This is an optimization exercise on Yosys and OpenROAD, whose aim is small area, a short achievable clock period and few clock cycles, not a production implementation.
The RTL was checked by simulation tests, not by an equivalence proof against the original design.

**flow/run.sh**
```bash
#!/bin/bash
# synth_recipe.tcl (not shown) runs the flow's synth.tcl, then flattens the netlist and writes it again
# the make line also repeats each setting of config.mk as NAME=value (left out here)
make -C /OpenROAD-flow-scripts/flow DESIGN_CONFIG=/design/flow/config.mk WORK_HOME=/design/flow/orfs CLKGATE_MAP_FILE= SYNTH_SCRIPT=/design/flow/synth_recipe.tcl finish
```
**flow/config.mk**
```make
export PLATFORM = sky130hd
export DESIGN_NAME = pdm_decim
export DESIGN_NICKNAME = pdm_decim
export VERILOG_FILES = /design/flow/design.v
export SDC_FILE = /design/flow/constraint.sdc
export NUM_CORES = 4
export LEC_CHECK = 0
export CAP_MARGIN = 20
export CORE_MARGIN = 2
export CORE_UTILIZATION = 40
export PLACE_DENSITY = 0.6
export SLEW_MARGIN = 20
```
**flow/constraint.sdc**
```tcl
create_clock -name core_clock -period 12.0 [get_ports {clk}]
set_input_delay 2.4000 -clock core_clock [delete_from_list [all_inputs] [get_ports {clk}]]
set_output_delay 2.4000 -clock core_clock [all_outputs]
set_load 0.01 [all_outputs]
```
**flow/design.v**
```verilog
module pdm_decim (
    input  wire        clk,
    input  wire        rst,         
    input  wire [2:0]  cfg_ratio,   
    input  wire [1:0]  cfg_nch,     
    input  wire        cfg_bord,    
    input  wire [7:0]  cfg_gain,    
    input  wire        in_valid,
    output reg         in_ready,
    input  wire [7:0]  in_data,
    output reg         out_valid,
    input  wire        out_ready,
    output reg  [15:0] out_data,
    output reg  [1:0]  out_chan
);
    reg [2:0] c_ratio;
    reg [1:0] c_nch;
    reg       c_bord;
    reg [7:0] c_gain;
    always @(posedge clk) begin
        c_ratio <= cfg_ratio;
        c_nch   <= cfg_nch;
        c_bord  <= cfg_bord;
        c_gain  <= cfg_gain;
    end
    reg [4:0]  dc_g;      
    reg [2:0]  dc_a;      
    reg [6:0]  dc_d;      
    reg [14:0] dc_r2;     
    always @(*) begin
        case (c_ratio)
            3'd0: begin dc_g = 5'd2;  dc_a = 3'd4; dc_d = 7'd1;   dc_r2 = 15'd256;  end
            3'd1: begin dc_g = 5'd3;  dc_a = 3'd3; dc_d = 7'd27;  dc_r2 = 15'd576;  end
            3'd2: begin dc_g = 5'd4;  dc_a = 3'd5; dc_d = 7'd1;   dc_r2 = 15'd1024; end
            3'd3: begin dc_g = 5'd6;  dc_a = 3'd4; dc_d = 7'd27;  dc_r2 = 15'd2304; end
            3'd4: begin dc_g = 5'd8;  dc_a = 3'd6; dc_d = 7'd1;   dc_r2 = 15'd4096; end
            3'd5: begin dc_g = 5'd10; dc_a = 3'd4; dc_d = 7'd125; dc_r2 = 15'd6400; end
            3'd6: begin dc_g = 5'd16; dc_a = 3'd7; dc_d = 7'd1;   dc_r2 = 15'd16384; end
            default: begin dc_g = 5'd10; dc_a = 3'd4; dc_d = 7'd125; dc_r2 = 15'd6400; end
        endcase
    end
    wire [8:0] gain_b  = {c_gain[7], c_gain} + 9'd132;           
    wire [5:0] gain_q  = gain_b / 9'd6;                           
    wire signed [7:0] s1_c = $signed({2'b00, gain_q}) - 8'sd9
                             - $signed({4'b0000, dc_a, 1'b0}) - $signed({5'b00000, dc_a});
    reg        q_casc;
    reg [6:0]  q_d;
    reg signed [7:0] q_s1;
    reg [3:0]  q_gm1;     
    always @(posedge clk) begin
        q_casc <= (c_ratio == 3'd7);
        q_d    <= dc_d;
        q_s1   <= s1_c;
        q_gm1  <= dc_g[3:0] - 4'd1;
    end
    reg frz;                  
    reg [1:0] ocnt;           
    reg [15:0] sk_data;
    reg [1:0]  sk_chan;
    reg [7:0] a_byte;
    reg       a_v;
    always @(posedge clk) begin
        if (rst) begin
            a_v <= 1'b0;
        end else if (!frz) begin
            a_v    <= in_valid & in_ready;
            a_byte <= in_data;
        end
    end
    reg [1:0] a_ch;
    reg [3:0] a_b;
    reg       a_k0;           
    reg [13:0] al0, al1;
    reg [12:0] al2;
    wire adv_a = a_v & ~frz;
    wire a_chlast = (a_ch == c_nch);
    wire a_blast  = (a_b == q_gm1);
    wire [3:0] b_nx = (adv_a & a_chlast) ? (a_blast ? 4'd0 : a_b + 4'd1) : a_b;
    wire [4:0] bb_nx = dc_g - {1'b0, b_nx};              
    wire [13:0] al0_nx = {bb_nx, 5'd0} * bb_nx + {bb_nx, 2'd0};
    wire [12:0] al2_nx = {b_nx, 5'd0} * b_nx - {b_nx, 2'd0};
    wire [14:0] al1_nx = dc_r2 - al0_nx - al2_nx;
    always @(posedge clk) begin
        al0 <= al0_nx;
        al1 <= al1_nx[13:0];
        al2 <= al2_nx;
        if (rst) begin
            a_ch <= 2'd0;
            a_b  <= 4'd0;
            a_k0 <= 1'b1;
        end else if (adv_a) begin
            a_ch <= a_chlast ? 2'd0 : a_ch + 2'd1;
            a_b  <= b_nx;
            if (a_chlast & a_blast) a_k0 <= 1'b0;
        end
    end
    wire [7:0] xb = c_bord ? a_byte : {a_byte[0], a_byte[1], a_byte[2], a_byte[3],
                                       a_byte[4], a_byte[5], a_byte[6], a_byte[7]};
    wire [3:0] p0 = xb[0] + xb[1] + xb[2] + xb[3] + xb[4] + xb[5] + xb[6] + xb[7];
    wire [4:0] p1 = xb[1] + {xb[2], 1'b0} + {xb[3], xb[3]} + {xb[4], 2'b0}
                    + {xb[5], 1'b0, xb[5]} + {xb[6], xb[6], 1'b0} + {xb[7], xb[7], xb[7]};
    wire [5:0] p2 = xb[2] + 6'd3 * xb[3] + 6'd6 * xb[4] + 6'd10 * xb[5]
                    + 6'd15 * xb[6] + 6'd21 * xb[7];
    wire signed [4:0] q0 = $signed({1'b0, p0}) * 2 - 5'sd8;
    wire signed [6:0] q1 = $signed({2'b0, p1}) * 2 - 7'sd28;
    wire signed [7:0] q2 = $signed({2'b0, p2}) * 2 - 8'sd56;
    wire [4:0] bB = dc_g - {1'b0, a_b};
    wire signed [8:0] be0 = -$signed({1'b0, bB, 3'd0});
    wire signed [8:0] be2 = $signed({2'b0, a_b, 3'd0});
    wire signed [8:0] be1 = $signed({1'b0, bB, 3'd0}) - $signed({2'b0, a_b, 3'd0});
    wire signed [19:0] d0_c = $signed({1'b0, al0}) * q0 + be0 * q1 + q2;
    wire signed [19:0] d2_c = $signed({1'b0, al2}) * q0 + be2 * q1 + q2;
    wire signed [19:0] d1_c = $signed({1'b0, al1}) * q0 + be1 * q1 - 2 * q2;
    reg signed [16:0] b_d0, b_d2;
    reg signed [17:0] b_d1;
    reg       b_v, b_last, b_m01, b_m2;
    reg [1:0] b_ch;
    always @(posedge clk) begin
        if (rst) begin
            b_v <= 1'b0;
        end else if (!frz) begin
            b_v    <= a_v;
            b_d0   <= d0_c[16:0];
            b_d1   <= d1_c[17:0];
            b_d2   <= d2_c[16:0];
            b_last <= a_blast;
            b_m01  <= a_k0 & (a_b == 4'd0);
            b_m2   <= (a_b == 4'd0);
            b_ch   <= a_ch;
        end
    end
    reg [22:0] acc0 [0:3];
    reg [22:0] acc1 [0:3];
    reg [19:0] acc2 [0:3];
    wire [22:0] r0 = b_m01 ? 23'd0 : acc0[b_ch];
    wire [22:0] r1 = b_m01 ? 23'd0 : acc1[b_ch];
    wire [19:0] r2 = b_m2  ? 20'd0 : acc2[b_ch];
    wire [22:0] s0 = r0 + {{6{b_d0[16]}}, b_d0};
    wire [22:0] sm1 = r1 + {{5{b_d1[17]}}, b_d1};
    wire [19:0] sm2 = r2 + {{3{b_d2[16]}}, b_d2};
    wire wr_c = b_v & ~frz;
    always @(posedge clk) begin
        if (wr_c) begin
            acc0[b_ch] <= b_last ? sm1 : s0;
            acc1[b_ch] <= b_last ? {{3{sm2[19]}}, sm2} : sm1;
            if (!b_last) acc2[b_ch] <= sm2;
        end
    end
    reg [22:0] c_y;
    reg        c_v;
    always @(posedge clk) begin
        if (rst) begin
            c_v <= 1'b0;
        end else if (!frz) begin
            c_v <= b_v & b_last;
            c_y <= s0;
        end
    end
    reg [22:0] fir1 [0:3];
    reg [22:0] fir2 [0:3];
    reg [1:0]  d_ch;
    reg [1:0]  d_k;           
    wire signed [22:0] f1r = (d_k == 2'd0) ? 23'sd0 : $signed(fir1[d_ch]);
    wire signed [22:0] f2r = (d_k != 2'd2) ? 23'sd0 : $signed(fir2[d_ch]);
    wire signed [26:0] n_c = 27'sd10 * f1r - f2r - $signed(c_y);
    wire adv_d = c_v & ~frz;
    always @(posedge clk) begin
        if (adv_d) begin
            fir1[d_ch] <= c_y;
            fir2[d_ch] <= f1r;
        end
        if (rst) begin
            d_ch <= 2'd0;
            d_k  <= 2'd0;
        end else if (adv_d) begin
            d_ch <= (d_ch == c_nch) ? 2'd0 : d_ch + 2'd1;
            if (d_ch == c_nch && d_k != 2'd2) d_k <= d_k + 2'd1;
        end
    end
    reg signed [26:0] d_n;
    reg               d_v;
    always @(posedge clk) begin
        if (rst) begin
            d_v <= 1'b0;
        end else if (!frz) begin
            d_v <= c_v;
            d_n <= n_c;
        end
    end
    wire        e_neg = d_n[26];
    wire [24:0] e_mag = e_neg ? (~d_n[24:0] + 25'd1) : d_n[24:0];
    reg  [24:0] e_m;
    reg         e_ng, e_v;
    always @(posedge clk) begin
        if (rst) begin
            e_v <= 1'b0;
        end else if (!frz) begin
            e_v  <= d_v;
            e_m  <= e_mag;
            e_ng <= e_neg;
        end
    end
    wire [5:0]  sl = q_s1[5:0];
    wire [5:0]  sr = -q_s1[5:0];
    wire [55:0] shl = {31'd0, e_m} << sl;
    wire [24:0] shr = e_m >> sr;
    wire        big = ~q_s1[7] & (q_s1[6:0] > 7'd22);
    wire [22:0] x_c   = q_s1[7] ? shr[22:0] : shl[22:0];
    wire        ovf_c = q_s1[7] ? (shr[24:23] != 2'd0)
                                : ((shl[55:23] != 33'd0) | (big & (e_m != 25'd0)));
    reg [22:0] f_x;
    reg        f_ovf, f_ng, f_v;
    always @(posedge clk) begin
        if (rst) begin
            f_v <= 1'b0;
        end else if (!frz) begin
            f_v   <= e_v;
            f_x   <= x_c;
            f_ovf <= ovf_c;
            f_ng  <= e_ng;
        end
    end
    function [7:0] dstep;     
        input [7:0] t;
        input [6:0] d;
        reg   [8:0] df;
        begin
            df = {1'b0, t} - {2'b0, d};
            dstep = df[8] ? {1'b0, t[6:0]} : {1'b1, df[6:0]};
        end
    endfunction
    wire [6:0]  v_rem [0:4];
    wire [15:0] v_xq  [0:4];
    wire        v_sat [0:4];
    wire        v_ng  [0:4];
    wire        v_v   [0:4];
    assign v_rem[0] = f_x[22:16];
    assign v_xq[0]  = f_x[15:0];
    assign v_sat[0] = f_ovf | (f_x[22:16] >= q_d);
    assign v_ng[0]  = f_ng;
    assign v_v[0]   = f_v;
    genvar gs;
    generate
        for (gs = 0; gs < 4; gs = gs + 1) begin : g_div
            wire [6:0]  rr0 = v_rem[gs];
            wire [15:0] xx0 = v_xq[gs];
            wire [7:0]  st0 = dstep({rr0, xx0[15]}, q_d);
            wire [7:0]  st1 = dstep({st0[6:0], xx0[14]}, q_d);
            wire [7:0]  st2 = dstep({st1[6:0], xx0[13]}, q_d);
            wire [7:0]  st3 = dstep({st2[6:0], xx0[12]}, q_d);
            reg [6:0]  p_rem;
            reg [15:0] p_xq;
            reg        p_sat, p_ng, p_v;
            always @(posedge clk) begin
                if (rst) begin
                    p_v <= 1'b0;
                end else if (!frz) begin
                    p_v   <= v_v[gs];
                    p_rem <= st3[6:0];
                    p_xq  <= {xx0[11:0], st0[7], st1[7], st2[7], st3[7]};
                    p_sat <= v_sat[gs];
                    p_ng  <= v_ng[gs];
                end
            end
            assign v_rem[gs+1] = p_rem;
            assign v_xq[gs+1]  = p_xq;
            assign v_sat[gs+1] = p_sat;
            assign v_ng[gs+1]  = p_ng;
            assign v_v[gs+1]   = p_v;
        end
    endgenerate
    wire [15:0] t_q  = v_xq[4];
    wire        t_sat = v_sat[4] | (t_q == 16'hffff);
    wire [14:0] t_r  = t_q[15:1] + {14'd0, t_q[0]};
    wire [15:0] p_c  = t_sat ? (v_ng[4] ? 16'h8000 : 16'h7fff)
                             : (v_ng[4] ? -{1'b0, t_r} : {1'b0, t_r});
    reg signed [15:0] g_p;
    reg               g_v;
    always @(posedge clk) begin
        if (rst) begin
            g_v <= 1'b0;
        end else if (!frz) begin
            g_v <= v_v[4];
            g_p <= p_c;
        end
    end
    reg [21:0] hb_u [0:3];
    reg [20:0] hb_v [0:3];
    reg [15:0] hb_w [0:3];
    reg [1:0]  h_ch;
    reg [1:0]  h_n;           
    reg        h_odd;
    wire signed [21:0] hu = (h_n != 2'd2) ? 22'sd0 : $signed(hb_u[h_ch]);
    wire signed [20:0] hv = (h_n == 2'd0) ? 21'sd0 : $signed(hb_v[h_ch]);
    wire signed [15:0] hw = (h_n != 2'd2) ? 16'sd0 : $signed(hb_w[h_ch]);
    wire signed [20:0] p9 = 21'sd9 * g_p;
    wire signed [21:0] hy = hu - g_p;
    wire adv_h = g_v & q_casc & ~frz;
    always @(posedge clk) begin
        if (adv_h) begin
            if (h_odd) begin
                hb_u[h_ch] <= hv + p9;
                hb_v[h_ch] <= p9 - hw;
                hb_w[h_ch] <= g_p;
            end else begin
                hb_v[h_ch] <= hv + 21'sd16 * g_p;
            end
        end
        if (rst) begin
            h_ch  <= 2'd0;
            h_n   <= 2'd0;
            h_odd <= 1'b0;
        end else if (adv_h) begin
            if (h_ch == c_nch) begin
                h_ch  <= 2'd0;
                h_odd <= ~h_odd;
                if (h_n != 2'd2) h_n <= h_n + 2'd1;
            end else begin
                h_ch <= h_ch + 2'd1;
            end
        end
    end
    reg signed [21:0] h_y;
    reg               h_v;
    reg [1:0]         h_c;
    always @(posedge clk) begin
        if (rst) begin
            h_v <= 1'b0;
        end else if (!frz) begin
            h_v <= g_v & q_casc & h_odd;
            h_y <= hy;
            h_c <= h_ch;
        end
    end
    wire signed [21:0] hr  = (h_y + (h_y[21] ? 22'sd15 : 22'sd16)) >>> 5;
    wire [15:0] h_res = (hr > 22'sd32767) ? 16'h7fff :
                        (hr < -22'sd32768) ? 16'h8000 : hr[15:0];
    reg [1:0] o_ch;           
    wire        r_v  = q_casc ? h_v : g_v;
    wire [15:0] r_d  = q_casc ? h_res : g_p;
    wire [1:0]  r_c  = q_casc ? h_c : o_ch;
    wire push = r_v & ~frz;
    wire pop  = out_valid & out_ready;
    reg [1:0] ocnt_nx;
    always @(*) begin
        ocnt_nx = ocnt + {1'b0, push} - {1'b0, pop};
    end
    always @(posedge clk) begin
        if (rst) begin
            ocnt      <= 2'd0;
            out_valid <= 1'b0;
            frz       <= 1'b0;
            in_ready  <= 1'b0;
            o_ch      <= 2'd0;
        end else begin
            ocnt      <= ocnt_nx;
            out_valid <= (ocnt_nx != 2'd0);
            frz       <= (ocnt_nx == 2'd2);
            in_ready  <= (ocnt_nx != 2'd2);
            if (push & ~q_casc) o_ch <= (o_ch == c_nch) ? 2'd0 : o_ch + 2'd1;
        end
        if (ocnt == 2'd0 || (ocnt == 2'd1 && pop)) begin
            if (push) begin
                out_data <= r_d;
                out_chan <= r_c;
            end
        end else if (ocnt == 2'd2 && pop) begin
            out_data <= sk_data;
            out_chan <= sk_chan;
        end
        if (push && ocnt == 2'd1 && !pop) begin
            sk_data <= r_d;
            sk_chan <= r_c;
        end
    end
endmodule
```
==> impl_metrics.toml <==
[run]
maxCapViolations = 0

[finish]
most-common-layout-cells = "edfxtp_1 (1011), inv_1 (633), ha_1 (617)"
drive_above_1_share_pct = 10.41
register_area_mm2 = 0.03248
multi_input_comb_area_mm2 = 0.03767
num-fill-cells = 16600
final_common_cell = "edfxtp_1"
area_growth_pct = 10.36
fin_nets = 7113

[setup_path]
cp.arrival_ns = 10.47
reg2reg_to = "b_d1[17]"
end_kind = "flop"
cp-start-kind = "flop"
worst-setup-path-type = "flop to flop"
cp_max_fo = 21
cp.required_ns = 12.51
cp_slowest_stage_delay_ns = 0.74
slowest_stage = "xnor2_2"
ff2ff_path_depth = 32
critPathBufInv = 7
rrSetupSlack_ns = 2.04
r2r_start = "c_bord"
cp_top_family = "adder cells"
path_common_cell = "fa_1"

[place]
io_buffers = 44
dp_hpwl_um = 117400
place.gp.congestion = 0.8425

[sta]
tns_ns = 0
rsz0062_at_grt = "no"
max_freq_mhz = 100.4
setup_viol = 0
fin_crit_sh_pct = 82.99
min_period_ns = 9.959
fin_skew_ns = 0.03680
tightest_slew_ns = 1.125
relSlewSlack_pct = 23.07
slew_viol_final = 0
hold_slack_ns = 0.4148
finalHoldViolations = 0

[clock_network]
cts_tree = "built"
clk_pin_slew_ns = 0.06
clkLatencyLatePin_ns = 0.77
cts_resized = 0
cts.path.max_buffers = 3
cts_buffers = 117
cts_hold_buf = 0
ctsRootBufferMaster = "clkbuf_16"
cts.htree.levels = 3
post-cts-setup-buffer-count = 0
clock_sinks = 1116

[synthesis]
syn_inst = 6088
yosys_warnings = 1
syn-num-nets = 7041
avgSynthCellArea_um2 = 11.99
synth_seq_cells = 1116
synth-edff-count = 1011
synth_cell_types = 88
async_flop_share_pct = 0
ys.flop_type = "edfxtp_1"
synthesis.area_mm2 = 0.07301
seq_area_frac_synth_pct = 44.46

[global_route]
grt_first_pass_wirelength_um = 258500
first_global_vias = 46570
antenna_found_initial = 1
grt_max_degree = 174
grt_overflow_total = 0
track_usage_pct = 17.54

[worst_hold_path]
worstHoldPathCells = 0
hp-class = "flop to flop"
min-delay-start = "g_div[1].p_sat"
hold_path_end = "g_div[2].p_sat"

[route]
drc = 0
wire_per_inst_um = 18.72
drt_first_iter_violations = 2847
dr.pass1.iters = 5
avgViaCountPerCell = 5.256
drtAntennaViolNets = 0
vias = 45370
wirelength_um = 161600

[floorplan]
dieArea_mm2 = 0.1860
core_area_mm2 = 0.1811
core.rowCount = 156
num_io_pins = 46
die_h_um = 431.2
initial_utilization_pct = 40.31
die_w_um = 431.2

[outcome]
status = "timing/DRC/antenna clean"
## final cells by class
type	count	area share, %
clock buffer	135	3.780
inverter	637	2.968
timing repair buffer	114	1.224
multi-input combinational	4174	46.76
sequential	1116	40.31
clock inverter	85	1.276
antenna	1	0.003106
tap	2370	3.680
## cells in the mapped netlist, types with 9 or more instances
master     number  area share (%)
and3_1         43            0.37
nand2_1       359             1.8
xnor2_1       317             3.8
clkbuf_1      129            0.66
a211oi_1       32            0.33
a21boi_0       11            0.11
or3_1          21            0.18
buf_1          29            0.15
o41ai_1        12            0.14
a211o_1        17            0.20
edfxtp_1     1011              42
and2_1        155             1.3
fa_1          309             8.5
nand3_1        69            0.47
a22oi_1        17            0.17
inv_1         634             3.3
ha_1          618              11
a21o_1        104             1.1
dfxtp_1       105             2.9
xor2_1        144             1.7
a31oi_1        22            0.19
a2bb2oi_1      11            0.13
nor3_1         76            0.52
o31ai_1        26            0.27
a21oi_1       291             2.0
o21bai_1       37            0.38
nand3b_1        9           0.093
o21ai_0       212             1.5
mux2_2        108             1.7
mux4_2        190             5.9
nor4_1         12            0.10
o21a_1         55            0.57
or2_2          27            0.23
or4_1           9           0.093
nand2b_1       69            0.59
nand4_1        19            0.16
o22ai_1        29            0.25
nor2b_1       187             1.6
nor2_1        358             1.8
mux2i_1        67            0.92
o211ai_1       15            0.15
a31o_2         10            0.12
## metal layers
layer / GRT usage, % / vias to the layer above / wire length (µm)
met3: 2.224 / 238 / 5540
met1: 22.95 / 22530 / 71550
met5: 0 / - / 13
met2: 30.72 / 707 / 80150
li1: - / 21890 / -
met4: 4.482 / 2 / 4330
## kinds of logic after synthesis
family | after synthesis | share of synthesized area (%)
xor+xnor | 461 | 5.530
buf+inv | 798 | 4.108
fa+ha+maj | 927 | 19.06
mux | 365 | 8.445
simple gates | 1431 | 9.660
flops | 1116 | 44.46
compound gates | 990 | 8.731
## metrics by stage
| stage | setup WS (ns) | std cells | utilization (%) | area [µm²] |
|---|---|---|---|---|
| 4_1_cts | 1.902 | 8630 | 44.46 | 80530 |
| 3_5_place_dp | 1.905 | 8410 | 42.21 | 76460 |
| 2_1_floorplan | 0.8857 | 6088 | - | 73010 |
| 5_1_grt | 1.269 | 8631 | 44.48 | 80570 |
| 6_report | 2.041 | 8632 | 44.48 | 80570 |
| 3_3_place_gp | 1.970 | 8410 | 42.21 | 76460 |
## worst register-to-register path, delay by kind of cell (launching register included)
kind	cells	cell delay, ns
compound gates	8	1.58
buf+inv	7	0.86
flops	1	0.55
xor+xnor	2	0.88
mux	1	0.48
simple gates	2	0.27
fa+ha+maj	12	5.08
## sequential cells by signal (all words and copies together) (netlist names), 21 cells and up, named ones only
signal       cells
hb_w            64
c_y             23
acc0            92
fir1            92
fir2            92
hb_v            84
g_div.p_xq      64
d_n             26
h_y             22
g_div.p_rem     21
e_m             25
acc1            92
acc2            80
hb_u            88
f_x             23
## worst max-delay path by stage
stage,startpoint,endpoint,slack (ns),cells after the start
2_1_floorplan,rst,flop,0.89,3
3_3_place_gp,c_bord,b_d1[17],1.97,32
3_5_place_dp,c_bord,b_d1[17],1.91,32
4_1_cts,c_bord,b_d1[17],1.90,32
5_1_grt,c_bord,b_d1[17],1.27,31
6_report,c_bord,b_d1[17],2.04,32
Testbench counts, summed over its fixed seeds: cycles 22,110.

==> port drivers added, routing unchanged <==
No port has a modelled driver above. Below, the same layout with a new extraction and two added sets of constraints.
Step 1 assumes that a clkbuf_16 drives the clock port and a buf_2 every other input.
Step 2 moves the port delays by t, midway between the first and last clock arrival at a register: inputs arrive t later, outputs are due t later. That takes back most of the time a late clock gives input paths.
Slacks: ideal / step 1 / step 2; pairs: ideal / step 1.
t, ns: 0.826
setup slack, ns: 2.041 / 2.041 / 2.041
worst data-port slew with drivers (ns): 0.05
After both steps this run still meets setup and hold. For this run, drivers alone change the setup slack by 0.000 ns; drivers and shift together by 0.000 ns.
